Background: an optimization exercise with open tools, aiming at small area, a short achievable clock period and few clock cycles per item. Do not read the settings as production practice. Function was not checked in any run shown here: the RTL went through the layout flow alone. Power is estimated from default activity; no workload was simulated.

==> flow/flow/run.sh <==
#!/bin/bash
# Standard ORFS layout (standard.sh), with the port buffers made of the smallest buffer
# and timing repair aiming below the clock period. Each step's output goes to its own log.
set -euo pipefail
export BUFFER_PORTS_ARGS="-buffer_cell sky130_fd_sc_hd__buf_1"
if [[ -f flow/margin.txt ]]; then export SETUP_SLACK_MARGIN=$(cat flow/margin.txt); fi
bash standard.sh synth > synth.log 2>&1
bash standard.sh floorplan > floorplan.log 2>&1
bash standard.sh place > place.log 2>&1
bash standard.sh cts > cts.log 2>&1
bash standard.sh route > route.log 2>&1
bash standard.sh finish > finish.log 2>&1
==> flow/standard.sh <==
#!/bin/bash
# synth_recipe.tcl (not shown) runs the flow's synth.tcl, then flattens the netlist and writes it again
# the make line also repeats each setting of config.mk as NAME=value (left out here)
make -C /OpenROAD-flow-scripts/flow DESIGN_CONFIG=/design/flow/config.mk WORK_HOME=/design/flow/orfs CLKGATE_MAP_FILE= SYNTH_SCRIPT=/design/flow/synth_recipe.tcl "${@:-finish}"
==> flow/config.mk <==
export PLATFORM = sky130hd
export DESIGN_NAME = upb_freq_codec
export DESIGN_NICKNAME = upb_freq_codec
export VERILOG_FILES = /design/flow/design.v
export SDC_FILE = /design/flow/constraint.sdc
export NUM_CORES = 4
export LEC_CHECK = 0
export CAP_MARGIN = 20
export CORE_MARGIN = 2
export CORE_UTILIZATION = 40
export SLEW_MARGIN = 20
==> flow/constraint.sdc <==
create_clock -name core_clock -period 11.0 [get_ports {clk}]
set_input_delay 2.2000 -clock core_clock [delete_from_list [all_inputs] [get_ports {clk}]]
set_output_delay 2.2000 -clock core_clock [all_outputs]
set_load 0.01 [all_outputs]
==> flow/design.v <==
module upb_freq_codec (
    input             clk,
    input             rst,           
    input             in_valid,
    output            in_ready,
    input      [3:0]  in_op,         
    input             in_layout,     
    input      [31:0] in_freq,
    input      [31:0] in_fcint,
    input      [31:0] in_fcfrac,
    input      [15:0] in_dreg0,
    input      [15:0] in_dreg1,
    output            out_valid,
    output     [3:0]  out_fcause,    
    output     [31:0] out_freq,
    output     [7:0]  out_fcint,
    output     [23:0] out_fcfrac,
    output     [15:0] out_dreg0,
    output     [15:0] out_dreg1
);
    localparam [17:0] D     = 18'd215625;
    localparam [31:0] F_MIN = 32'd775_000_000;
    localparam [31:0] F_MAX = 32'd1_100_000_000;
    reg          busy;       
    reg          mode;       
    reg  [3:0]   cnt;
    reg  [17:0]  rem;        
    reg  [31:0]  S;          
    reg          ov;
    reg  [2:0]   fc;
    assign in_ready = ~busy;
    assign out_valid = ov;
    assign out_fcause = {1'b0, fc};
    wire hz = (in_op == 4'hB);
    wire rh = (in_op == 4'hC);
    wire st = (in_op == 4'hD);
    wire rs = (in_op == 4'hE);
    wire freq_bad = (in_freq < F_MIN) || (in_freq > F_MAX);
    wire a_bad = (|in_fcint[31:6]) || (|in_fcfrac[31:19]);
    wire b_bad = (|in_fcint[31:8]) || (|in_fcfrac[31:24]);
    wire f_flt = hz & freq_bad;
    wire r_flt = (rh & a_bad) | (st & (in_layout ? a_bad : b_bad));
    wire ill   = ~(hz | rh | st | rs);
    wire go    = (hz & ~freq_bad) | (rh & ~a_bad);
    wire [22:0] p0 = 1024 + D * in_fcfrac[4:0];
    reg  [31:0] S_ld;
    always @(*) begin
        case ({in_op[1:0], in_layout})
            3'b110, 3'b111: S_ld = {in_freq[12], in_freq[11], in_freq[10], in_freq[9], in_freq[8], in_freq[7], in_freq[6], in_freq[5], in_freq[4], in_freq[3], in_freq[2], in_freq[1], in_freq[0], 1'b0, 1'b0, 1'b0, 1'b0, 1'b0, 1'b0, 1'b0, 1'b0, 1'b0, 1'b0, 1'b0, 1'b0, 1'b0, 1'b0, 1'b0, 1'b0, 1'b0, 1'b0, 1'b0};
            3'b000, 3'b001: S_ld = {p0[4], p0[3], p0[2], p0[1], p0[0], 1'b0, 1'b0, 1'b0, 1'b0, 1'b0, 1'b0, 1'b0, in_fcint[5], in_fcint[4], in_fcint[3], in_fcint[2], in_fcint[1], in_fcint[0], in_fcfrac[18], in_fcfrac[17], in_fcfrac[16], in_fcfrac[15], in_fcfrac[14], in_fcfrac[13], in_fcfrac[12], in_fcfrac[11], in_fcfrac[10], in_fcfrac[9], in_fcfrac[8], in_fcfrac[7], in_fcfrac[6], in_fcfrac[5]};
            3'b010:         S_ld = {in_fcint[7], in_fcint[6], in_fcfrac[23], in_fcfrac[22], in_fcfrac[21], in_fcfrac[20], in_fcfrac[19], in_fcfrac[4], in_fcfrac[3], in_fcfrac[2], in_fcfrac[1], in_fcfrac[0], in_fcint[5], in_fcint[4], in_fcint[3], in_fcint[2], in_fcint[1], in_fcint[0], in_fcfrac[18], in_fcfrac[17], in_fcfrac[16], in_fcfrac[15], in_fcfrac[14], in_fcfrac[13], in_fcfrac[12], in_fcfrac[11], in_fcfrac[10], in_fcfrac[9], in_fcfrac[8], in_fcfrac[7], in_fcfrac[6], in_fcfrac[5]};
            3'b011:         S_ld = {1'b0, 1'b0, in_fcfrac[7], in_fcfrac[6], in_fcfrac[5], in_fcfrac[4], in_fcfrac[3], in_fcfrac[13], in_fcfrac[12], in_fcfrac[11], in_fcfrac[10], in_fcfrac[9], 1'b0, 1'b0, 1'b0, 1'b0, 1'b1, in_fcfrac[8], in_fcfrac[2], in_fcfrac[1], in_fcfrac[0], in_fcint[5], in_fcint[4], in_fcint[3], in_fcint[2], in_fcint[1], in_fcint[0], in_fcfrac[18], in_fcfrac[17], in_fcfrac[16], in_fcfrac[15], in_fcfrac[14]};
            3'b100:         S_ld = {in_dreg0[15], in_dreg0[14], in_dreg0[7], in_dreg0[6], in_dreg0[5], in_dreg0[4], in_dreg0[3], in_dreg0[13], in_dreg0[12], in_dreg0[11], in_dreg0[10], in_dreg0[9], in_dreg0[8], in_dreg0[2], in_dreg0[1], in_dreg0[0], in_dreg1[15], in_dreg1[14], in_dreg1[13], in_dreg1[12], in_dreg1[11], in_dreg1[10], in_dreg1[9], in_dreg1[8], in_dreg1[7], in_dreg1[6], in_dreg1[5], in_dreg1[4], in_dreg1[3], in_dreg1[2], in_dreg1[1], in_dreg1[0]};
            default:        S_ld = {1'b0, 1'b0, 1'b0, 1'b0, 1'b0, 1'b0, 1'b0, in_dreg1[15], in_dreg1[14], in_dreg1[13], in_dreg1[12], in_dreg1[11], in_dreg1[10], in_dreg1[9], in_dreg1[8], in_dreg1[7], in_dreg1[6], in_dreg1[5], in_dreg1[4], in_dreg1[3], in_dreg1[2], in_dreg1[1], in_dreg1[0], in_dreg0[8], in_dreg0[7], in_dreg0[6], in_dreg0[5], in_dreg0[4], in_dreg0[3], in_dreg0[2], in_dreg0[1], in_dreg0[0]};
        endcase
    end
    wire [17:0] rem_ld = in_op[0] ? in_freq[30:13] : p0[22:5];
    wire [22:0] T = {rem, S[31:27]};
    wire [5:0] tt = T[22:17];
    wire [16:0] tu = T[16:0];
    reg  [4:0] jlo;
    reg  [17:0] ra;
    reg  [18:0] rb;
    always @(*) begin
        case (tt)
            6'd0: begin jlo = 5'd0; ra = 18'd0; rb = 19'd308663; end
            6'd1: begin jlo = 5'd0; ra = 18'd131072; rb = 19'd439735; end
            6'd2: begin jlo = 5'd1; ra = 18'd46519; rb = 19'd355182; end
            6'd3: begin jlo = 5'd1; ra = 18'd177591; rb = 19'd486254; end
            6'd4: begin jlo = 5'd2; ra = 18'd93038; rb = 19'd401701; end
            6'd5: begin jlo = 5'd3; ra = 18'd8485; rb = 19'd317148; end
            6'd6: begin jlo = 5'd3; ra = 18'd139557; rb = 19'd448220; end
            6'd7: begin jlo = 5'd4; ra = 18'd55004; rb = 19'd363667; end
            6'd8: begin jlo = 5'd4; ra = 18'd186076; rb = 19'd494739; end
            6'd9: begin jlo = 5'd5; ra = 18'd101523; rb = 19'd410186; end
            6'd10: begin jlo = 5'd6; ra = 18'd16970; rb = 19'd325633; end
            6'd11: begin jlo = 5'd6; ra = 18'd148042; rb = 19'd456705; end
            6'd12: begin jlo = 5'd7; ra = 18'd63489; rb = 19'd372152; end
            6'd13: begin jlo = 5'd7; ra = 18'd194561; rb = 19'd503224; end
            6'd14: begin jlo = 5'd8; ra = 18'd110008; rb = 19'd418671; end
            6'd15: begin jlo = 5'd9; ra = 18'd25455; rb = 19'd334118; end
            6'd16: begin jlo = 5'd9; ra = 18'd156527; rb = 19'd465190; end
            6'd17: begin jlo = 5'd10; ra = 18'd71974; rb = 19'd380637; end
            6'd18: begin jlo = 5'd10; ra = 18'd203046; rb = 19'd511709; end
            6'd19: begin jlo = 5'd11; ra = 18'd118493; rb = 19'd427156; end
            6'd20: begin jlo = 5'd12; ra = 18'd33940; rb = 19'd342603; end
            6'd21: begin jlo = 5'd12; ra = 18'd165012; rb = 19'd473675; end
            6'd22: begin jlo = 5'd13; ra = 18'd80459; rb = 19'd389122; end
            6'd23: begin jlo = 5'd13; ra = 18'd211531; rb = 19'd520194; end
            6'd24: begin jlo = 5'd14; ra = 18'd126978; rb = 19'd435641; end
            6'd25: begin jlo = 5'd15; ra = 18'd42425; rb = 19'd351088; end
            6'd26: begin jlo = 5'd15; ra = 18'd173497; rb = 19'd482160; end
            6'd27: begin jlo = 5'd16; ra = 18'd88944; rb = 19'd397607; end
            6'd28: begin jlo = 5'd17; ra = 18'd4391; rb = 19'd313054; end
            6'd29: begin jlo = 5'd17; ra = 18'd135463; rb = 19'd444126; end
            6'd30: begin jlo = 5'd18; ra = 18'd50910; rb = 19'd359573; end
            6'd31: begin jlo = 5'd18; ra = 18'd181982; rb = 19'd490645; end
            6'd32: begin jlo = 5'd19; ra = 18'd97429; rb = 19'd406092; end
            6'd33: begin jlo = 5'd20; ra = 18'd12876; rb = 19'd321539; end
            6'd34: begin jlo = 5'd20; ra = 18'd143948; rb = 19'd452611; end
            6'd35: begin jlo = 5'd21; ra = 18'd59395; rb = 19'd368058; end
            6'd36: begin jlo = 5'd21; ra = 18'd190467; rb = 19'd499130; end
            6'd37: begin jlo = 5'd22; ra = 18'd105914; rb = 19'd414577; end
            6'd38: begin jlo = 5'd23; ra = 18'd21361; rb = 19'd330024; end
            6'd39: begin jlo = 5'd23; ra = 18'd152433; rb = 19'd461096; end
            6'd40: begin jlo = 5'd24; ra = 18'd67880; rb = 19'd376543; end
            6'd41: begin jlo = 5'd24; ra = 18'd198952; rb = 19'd507615; end
            6'd42: begin jlo = 5'd25; ra = 18'd114399; rb = 19'd423062; end
            6'd43: begin jlo = 5'd26; ra = 18'd29846; rb = 19'd338509; end
            6'd44: begin jlo = 5'd26; ra = 18'd160918; rb = 19'd469581; end
            6'd45: begin jlo = 5'd27; ra = 18'd76365; rb = 19'd385028; end
            6'd46: begin jlo = 5'd27; ra = 18'd207437; rb = 19'd516100; end
            6'd47: begin jlo = 5'd28; ra = 18'd122884; rb = 19'd431547; end
            6'd48: begin jlo = 5'd29; ra = 18'd38331; rb = 19'd346994; end
            6'd49: begin jlo = 5'd29; ra = 18'd169403; rb = 19'd478066; end
            6'd50: begin jlo = 5'd30; ra = 18'd84850; rb = 19'd393513; end
            6'd51: begin jlo = 5'd31; ra = 18'd297; rb = 19'd308960; end
            6'd52: begin jlo = 5'd31; ra = 18'd131369; rb = 19'd440032; end
            6'd53: begin jlo = 5'd31; ra = 18'd262441; rb = 19'd46816; end
            6'd54: begin jlo = 5'd31; ra = 18'd393513; rb = 19'd177888; end
            6'd55: begin jlo = 5'd31; ra = 18'd524585; rb = 19'd308960; end
            6'd56: begin jlo = 5'd31; ra = 18'd655657; rb = 19'd440032; end
            6'd57: begin jlo = 5'd31; ra = 18'd786729; rb = 19'd46816; end
            6'd58: begin jlo = 5'd31; ra = 18'd917801; rb = 19'd177888; end
            6'd59: begin jlo = 5'd31; ra = 18'd1048873; rb = 19'd308960; end
            6'd60: begin jlo = 5'd31; ra = 18'd1179945; rb = 19'd440032; end
            6'd61: begin jlo = 5'd31; ra = 18'd1311017; rb = 19'd46816; end
            6'd62: begin jlo = 5'd31; ra = 18'd1442089; rb = 19'd177888; end
            6'd63: begin jlo = 5'd31; ra = 18'd1573161; rb = 19'd308960; end
        endcase
    end
    wire [18:0] da = {1'b0, ra} + {2'b0, tu};
    wire [18:0] db = rb + {2'b0, tu};
    wire        bge = ~db[18];
    wire [4:0] dq = jlo + {{4{1'b0}}, bge};
    wire [17:0] dr = bge ? db[17:0] : da[17:0];
    reg  [22:0] md;
    always @(*) begin
        case (S[4:0])
            5'd0: md = 23'd0;
            5'd1: md = 23'd215625;
            5'd2: md = 23'd431250;
            5'd3: md = 23'd646875;
            5'd4: md = 23'd862500;
            5'd5: md = 23'd1078125;
            5'd6: md = 23'd1293750;
            5'd7: md = 23'd1509375;
            5'd8: md = 23'd1725000;
            5'd9: md = 23'd1940625;
            5'd10: md = 23'd2156250;
            5'd11: md = 23'd2371875;
            5'd12: md = 23'd2587500;
            5'd13: md = 23'd2803125;
            5'd14: md = 23'd3018750;
            5'd15: md = 23'd3234375;
            5'd16: md = 23'd3450000;
            5'd17: md = 23'd3665625;
            5'd18: md = 23'd3881250;
            5'd19: md = 23'd4096875;
            5'd20: md = 23'd4312500;
            5'd21: md = 23'd4528125;
            5'd22: md = 23'd4743750;
            5'd23: md = 23'd4959375;
            5'd24: md = 23'd5175000;
            5'd25: md = 23'd5390625;
            5'd26: md = 23'd5606250;
            5'd27: md = 23'd5821875;
            5'd28: md = 23'd6037500;
            5'd29: md = 23'd6253125;
            5'd30: md = 23'd6468750;
            5'd31: md = 23'd6684375;
            default: md = 23'd0;
        endcase
    end
    wire [22:0] ms = {5'd0, rem} + md;
    wire last = (cnt == 4'd15);
    always @(posedge clk) begin
        if (rst) begin
            busy <= 1'b0;
            ov   <= 1'b0;
        end else if (busy) begin
            ov <= last;
            if (last) busy <= 1'b0;
        end else begin
            ov   <= in_valid & ~go;
            busy <= in_valid & go;
        end
    end
    always @(posedge clk) begin
        if (busy) begin
            cnt <= cnt + 4'd1;
            if (mode) begin
                rem <= dr;
                S   <= {S[26:0], dq};
            end else begin
                rem <= ms[22:5];
                S   <= {ms[4:0], S[31:5]};
            end
        end else begin
            mode <= in_op[0];
            cnt  <= in_op[0] ? 4'd11 : 4'd12;
            fc   <= {f_flt | r_flt, ill | f_flt | r_flt, r_flt};
            rem  <= rem_ld;
            S    <= S_ld;
        end
    end
    assign {out_fcint, out_fcfrac} = {S[31], S[30], S[24], S[23], S[22], S[21], S[20], S[19], S[29], S[28], S[27], S[26], S[25], S[18], S[17], S[16], S[15], S[14], S[13], S[12], S[11], S[10], S[9], S[8], S[7], S[6], S[5], S[4], S[3], S[2], S[1], S[0]};
    assign {out_dreg0, out_dreg1}  = {S[31], S[30], S[19], S[18], S[17], S[16], S[15], S[14], S[29], S[28], S[27], S[26], S[25], S[13], S[12], S[11], S[10], S[9], S[8], S[7], S[6], S[5], S[4], S[3], S[2], S[1], S[0], S[24], S[23], S[22], S[21], S[20]};
    assign out_freq = {1'b0, rem[17:0], S[31:19]};
endmodule
==> results of run 1 <==
[placed cells by master (no fill, tap or decap), types with 9 or more instances in the layout]
cell type / Yosys / layout
dfxtp_1: 109 / 108
o221ai_1: 11 / 11
xnor2_1: 34 / 34
o21ai_1: 11 / 11
buf_4: 55 / 16
o211ai_1: 33 / 33
nand2_1: 184 / 184
mux2_2: 17 / 17
buf_1: 15 / 232
nand4_1: 16 / 16
a31oi_1: 25 / 23
clkbuf_16: 0 / 17
o31ai_1: 11 / 11
nor4_1: 19 / 19
ha_1: 115 / 115
a32oi_1: 10 / 10
a221oi_1: 31 / 31
nor2b_1: 19 / 19
a21o_1: 24 / 24
xor2_1: 32 / 32
o21ai_0: 120 / 120
nor2_1: 145 / 144
nor3_1: 32 / 32
mux2i_1: 45 / 44
a211oi_1: 37 / 37
o22ai_1: 17 / 17
inv_1: 55 / 55
and3_1: 9 / 9
a21oi_1: 188 / 188
nand3_1: 63 / 63
nand2b_1: 19 / 19
[critical path: cells and delay by family]
kind	cells	cell delay [ps]
adder cells (fa/ha/maj)	5	1880
AO/OA/AOI/OAI	6	1460
AND/OR/NAND/NOR	7	1390
buffers and inverters	5	1160
[layout make-up]
class                   instances  area [um^2]
well taps                     396        495.5
flip-flops and latches        113         2303
inverters                      63        236.5
repair buffers                251         1006
fillers                      3255        16940
multi-input cells            1404         9271
clock inverters                15        150.1
clock buffers                  17        425.4
[stage by stage]
step | power, mW | cells | setup WS (ps) | utilization (%)
floorplan | 1.918 | 1731 | 4744 | -
global placement | 2.455 | 2227 | 3087 | 43.17
detailed placement | 2.452 | 2227 | 2950 | 43.17
CTS | 3.024 | 2259 | 3384 | 45.04
global route | 3.268 | 2259 | 2852 | 45.05
finish | 3.068 | 2259 | 3190 | 45.05
[logic make-up (layout without fill, tap and decap cells)]
kind of cell             after synthesis  in the layout
AND/OR/NAND/NOR                      538            538
buffers and inverters                214            346
multiplexers                          62             62
flip-flops                           113            113
AO/OA/AOI/OAI                        613            613
adder cells (fa/ha/maj)              123            123
XOR/XNOR                              66             66
other                                  1              2
[sequential cells by signal, summed over array words and instances (netlist names), 3 cells and up]
signal / flops
S: 32
cnt: 4
fc: 3
jlo: 4
md: 17
ra: 15
rb: 17
rem: 18
[per-layer routing]
| metal | part of all wire (%) | vias to the layer above |
|---|---|---|
| met3 | 8.2 | 132 |
| met1 | 43 | 6703 |
| met2 | 44 | 788 |
| met5 | 0.048 | - |
| li1 | - | 6633 |
| met4 | 4.3 | 4 |
[worst paths after layout]
check | start | endpoint | slack [ps]
max reg2reg | rb[0] | md[16] | 4840
min | cnt[0] | cnt[0] | 480
min reg2reg | cnt[0] | cnt[0] | 480
max | in_fcfrac[1] | ra[9] | 3190
[power by group through the flow]
stage	Sequential (mW)	Combinational [mW]	Clock, mW
final	0.643	1.86	0.565
after detailed placement	0.646	1.81	0
after global routing	0.647	2.04	0.586
after global placement	0.647	1.81	0
after floorplan	0.579	1.34	0
after CTS	0.637	1.82	0.568
==> impl_metrics.tcl, run 1 <==
set metrics [dict create \
    cts_root_buf "clkbuf_16" \
    worst_slew_pin_slew_ps 1116 \
    synth_cells 1730 \
    synth_edf_count 4 \
    ys_async_sr_fraction_pct 0 \
    setup_tns_ps 0 \
    place_congestion 0.9997 \
    synth_fa_ha_area_share_pct 12.61 \
    placed_area_mm2 0.01331 \
    clock_latency_ps 440 \
    path_cells "buf_1, ha_1, inv_1, ha_1, ha_1, inv_1, fa_1, nand4b_1, a211oi_1, o21ai_0, nand2_1, a31oi_1, nand4_1, nand3_1, a211oi_4, inv_1, ha_1, inv_1, nand2_1, nand3_1, and3_1, o21ai_0, o211ai_1" \
    synth-xor-area-share_pct 4.587 \
    core_mm2 0.03083 \
    vias 14260 \
    drt-total-wl_mm 51.59 \
    clock_path_buffers 2 \
    crit_path_max_incr_delay_ps 730 \
    n_antenna_cell 0 \
    hp-class "register to register" \
    startpoint_type "primary input" \
    fin_nets 2108 \
    p_int_mw 1.496 \
    initialDrtViolationCount 1822 \
    io_pins 238 \
    die_w_um 181.5 \
    p_sw_share_pct 51.22 \
    ys_types 90 \
    synth_top_area_share_pct 17.32 \
    synthMuxAreaShare_pct 5.094 \
    die-height_um 181.5 \
    viasPerCell 6.313 \
    grt_start_max_net_pins 64 \
    final-setup-viol-count 0 \
    yosys_warnings 12 \
    drc_errors 0 \
    p_per_area_mw_per_mm2 220.9 \
    synthFlopType "dfxtp_1" \
    start_util_pct 40.87 \
    ctsResizeCount 0 \
    cts_max_level 4 \
    synthTopCellsByArea "dfxtp_1 17%, ha_1 11%, a21oi_1 7.5%" \
    ys_ff_latch 113 \
    crit_type "primary input to register" \
    p_leak_nw 5.539 \
    io_buffers 235 \
    yosysSeqAreaShare_pct 18.27 \
    whs_path_depth 1 \
    routedWlPerCell_um 22.84 \
    use_met3_pct 4.553 \
    yosysTopAreaCell "dfxtp_1" \
    synth_compound_area_share_pct 31.63 \
    maxCapViolCount 0 \
    worst_ep_required_time_ps 11300 \
    clock.fmax_mhz 128.0 \
    dieArea_mm2 0.03294 \
    syn-cell-area_mm2 0.01260 \
    outcome "finished clean" \
    grt-busiest-layer "met2" \
    drtPass1Iterations 6 \
    cts_post_setup_buffers_inserted 0 \
    cp_max_fo 15 \
    fin_crit_sh_pct 71.00 \
    power.switching_mw 1.571 \
    slew_headroom_pct 25.63 \
    rr_worst_depth 22 \
    syn_avg_cell_area_um2 7.284 \
    stdcell_area_mm2 0.01389 \
    cts_buffers 17 \
    dp_hpwl_mm 39.49 \
    postRouteAntennaNets 0 \
    grt_pass1_vias 13110 \
    clkPwrFrac_pct 18.4 \
    use_met2_pct 48.49 \
    cp-end-kind "register" \
    finClkSkew_ps 15.08 \
    seqPwrFrac_pct 20.9 \
    period_minus_slack_ps 7810 \
    rows 64 \
    antenna_found_initial 3 \
    cts_tree "yes" \
    gr-total-overflow 0 \
    hold_viol 0 \
    drive_gt1_share_pct 5.368 \
    hold_ws_ps 477.1 \
    grt_use_total_pct 30.54 \
    synth_top_family_by_area "compound AO/OA/AOI/OAI gates" \
    cts.sinks 113 \
    rsz0062_at_grt "false" \
    synthSimpleGateAreaFrac_pct 19.45 \
    synth_commonest_cells "188 x a21oi_1, 184 x nand2_1, 145 x nor2_1" \
    grtUsageMet1_pct 41.09 \
    peakVddDrop_v 0.0001362 \
    yosysMostFrequentCell "a21oi_1" \
    slowest_stage "ha_1" \
    combPwrFrac_pct 60.6 \
    grt_pass1_wl_mm 78.03 \
    holdBufCountCts 0 \
    cp_data_arrival_time_ps 8110 \
    slew_viol_final 0 \
    syn_to_final_growth_pct 10.22 \
    path_clk_slew_ps 60 \
]
==> inputs of run 2 (changes only) <==
==> flow/flow/margin.txt (new file) <==
7.5
--- a/flow/config.mk
+++ b/flow/config.mk
@@ -6,6 +6,7 @@
 export NUM_CORES = 4
 export LEC_CHECK = 0
+export ABC_CLOCK_PERIOD_IN_PS = 3500
 export CAP_MARGIN = 20
 export CORE_MARGIN = 2
-export CORE_UTILIZATION = 40
+export CORE_UTILIZATION = 60
 export SLEW_MARGIN = 20
==> run 2 against run 1 <==
Against the previous run:
- the run now fails in 5_1_grt
- synthesized area unchanged
- synthesized cell count unchanged
==> impl_metrics.tcl, run 2 <==
set metrics [dict create \
    dp_hpwl_mm 38.73 \
    io_buffers 235 \
    endpoint_type "register data pin" \
    syn_avg_cell_area_um2 7.284 \
    yosys_warnings 12 \
    cts_root_buf "clkbuf_16" \
    yosysMostFrequentCell "a21oi_1" \
    synth_cells 1730 \
    die_w_um 148.9 \
    rows 53 \
    ys_async_sr_fraction_pct 0 \
    grt_start_max_net_pins 59 \
    crit_endpoint "rb[0]$_DFF_P_/D" \
    clock_path_buffers 2 \
    synth_top_area_share_pct 17.32 \
    yosysSeqAreaShare_pct 18.27 \
    synth_edf_count 4 \
    die-height_um 148.9 \
    yosysTopAreaCell "dfxtp_1" \
    haltStage "5_1_grt" \
    synthFlopType "dfxtp_1" \
    start_util_pct 60.52 \
    synth_commonest_cells "188 x a21oi_1, 184 x nand2_1, 145 x nor2_1" \
    gr-total-overflow 72 \
    place_congestion 1.099 \
    ys_types 90 \
    io_pins 238 \
    cts_max_level 4 \
    cts.sinks 113 \
    grt_use_total_pct 77.69 \
    ys_ff_latch 113 \
    cts_buffers 17 \
    syn-cell-area_mm2 0.01260 \
    synthTopCellsByArea "dfxtp_1 17%, ha_1 11%, a21oi_1 7.5%" \
    outcome "did not finish" \
    tool.error "[ERROR GRT-0232] Routing congestion too high. Check the congestion heatmap in the GUI." \
]
-- run 2: cell counts after synthesis --
No cell type changed its count.
-- run 2: stage by stage --
stage               worst slack, ps  instance area, um^2  hold slack (ps)  std cells  utilization [%]
floorplan                      5130                13650            442.0       1731                -
global placement               3476                13900            462.8       2106            66.78
detailed placement             3499                13900            473.2       2106            66.78
CTS                            5292                17330            481.7       2287            83.22
-- run 2: what timing repair did --
action / in CTS
setup endpoints to repair: 105
setup buffers: 126
pin swaps: 72
cloned: 23
hold buffers: 0
gates resized for setup: 273
-- run 2: power by group through the flow --
stage / logic (mW) / clock network (mW) / registers, mW
3_5_place_dp: 1.90 / 0 / 0.635
3_3_place_gp: 1.88 / 0 / 0.634
4_1_cts: 2.31 / 0.655 / 0.634
2_1_floorplan: 1.48 / 0 / 0.580
-- run 2: routing by layer --
layer,GRT overflow,GRT usage (%)
met4,36,80.48
met5,0,29.32
met1,1,76.49
met2,35,95.81
met3,0,60.31
-- run 2: worst max-delay path by stage --
stage | from | endpoint | slack [ps] | cells past startpoint
3_3_place_gp | in_fcfrac[4] | ra[15] | 3480 | 21
3_5_place_dp | in_fcfrac[4] | ra[15] | 3500 | 21
2_1_floorplan | in_fcfrac[4] | ra[0] | 5130 | 22
4_1_cts | in_fcfrac[4] | rb[15] | 5290 | 18
-- run 2: cells by family after synthesis --
logic type | count (synthesis) | synth area share, %
flip-flops | 113 | 18.27
other | 1 | 0.02976
XOR/XNOR | 66 | 4.587
adder cells (fa/ha/maj) | 123 | 12.61
multiplexers | 62 | 5.094
AO/OA/AOI/OAI | 613 | 31.63
buffers and inverters | 214 | 8.331
AND/OR/NAND/NOR | 538 | 19.45

-- what the ideal ports hide --
No port has a modelled driver above. Below, the same layout with a new extraction and two added sets of constraints. Step 1: set_driving_cell puts a clkbuf_16 on clk and a buf_2 on each other input, an assumption about the parent block. Step 2 times the ports against the registers' clock, not the clock port: input delays grow and output delays shrink by t, the midpoint of the rising clock arrivals with the driver on. Three values: ideal, step 1, step 2; two values: the first two.
run: run 1
t, ns: 0.483
slack for setup (ns): 3.190 / 3.208 / 2.724
worst register clock-pin slew, ns: 0.07 / 0.07
cell pins on the clock port's net: 1
After both steps setup and hold are still met in run 1. For run 1, drivers alone change the setup slack by +0.018 ns; drivers and shift together by -0.466 ns.
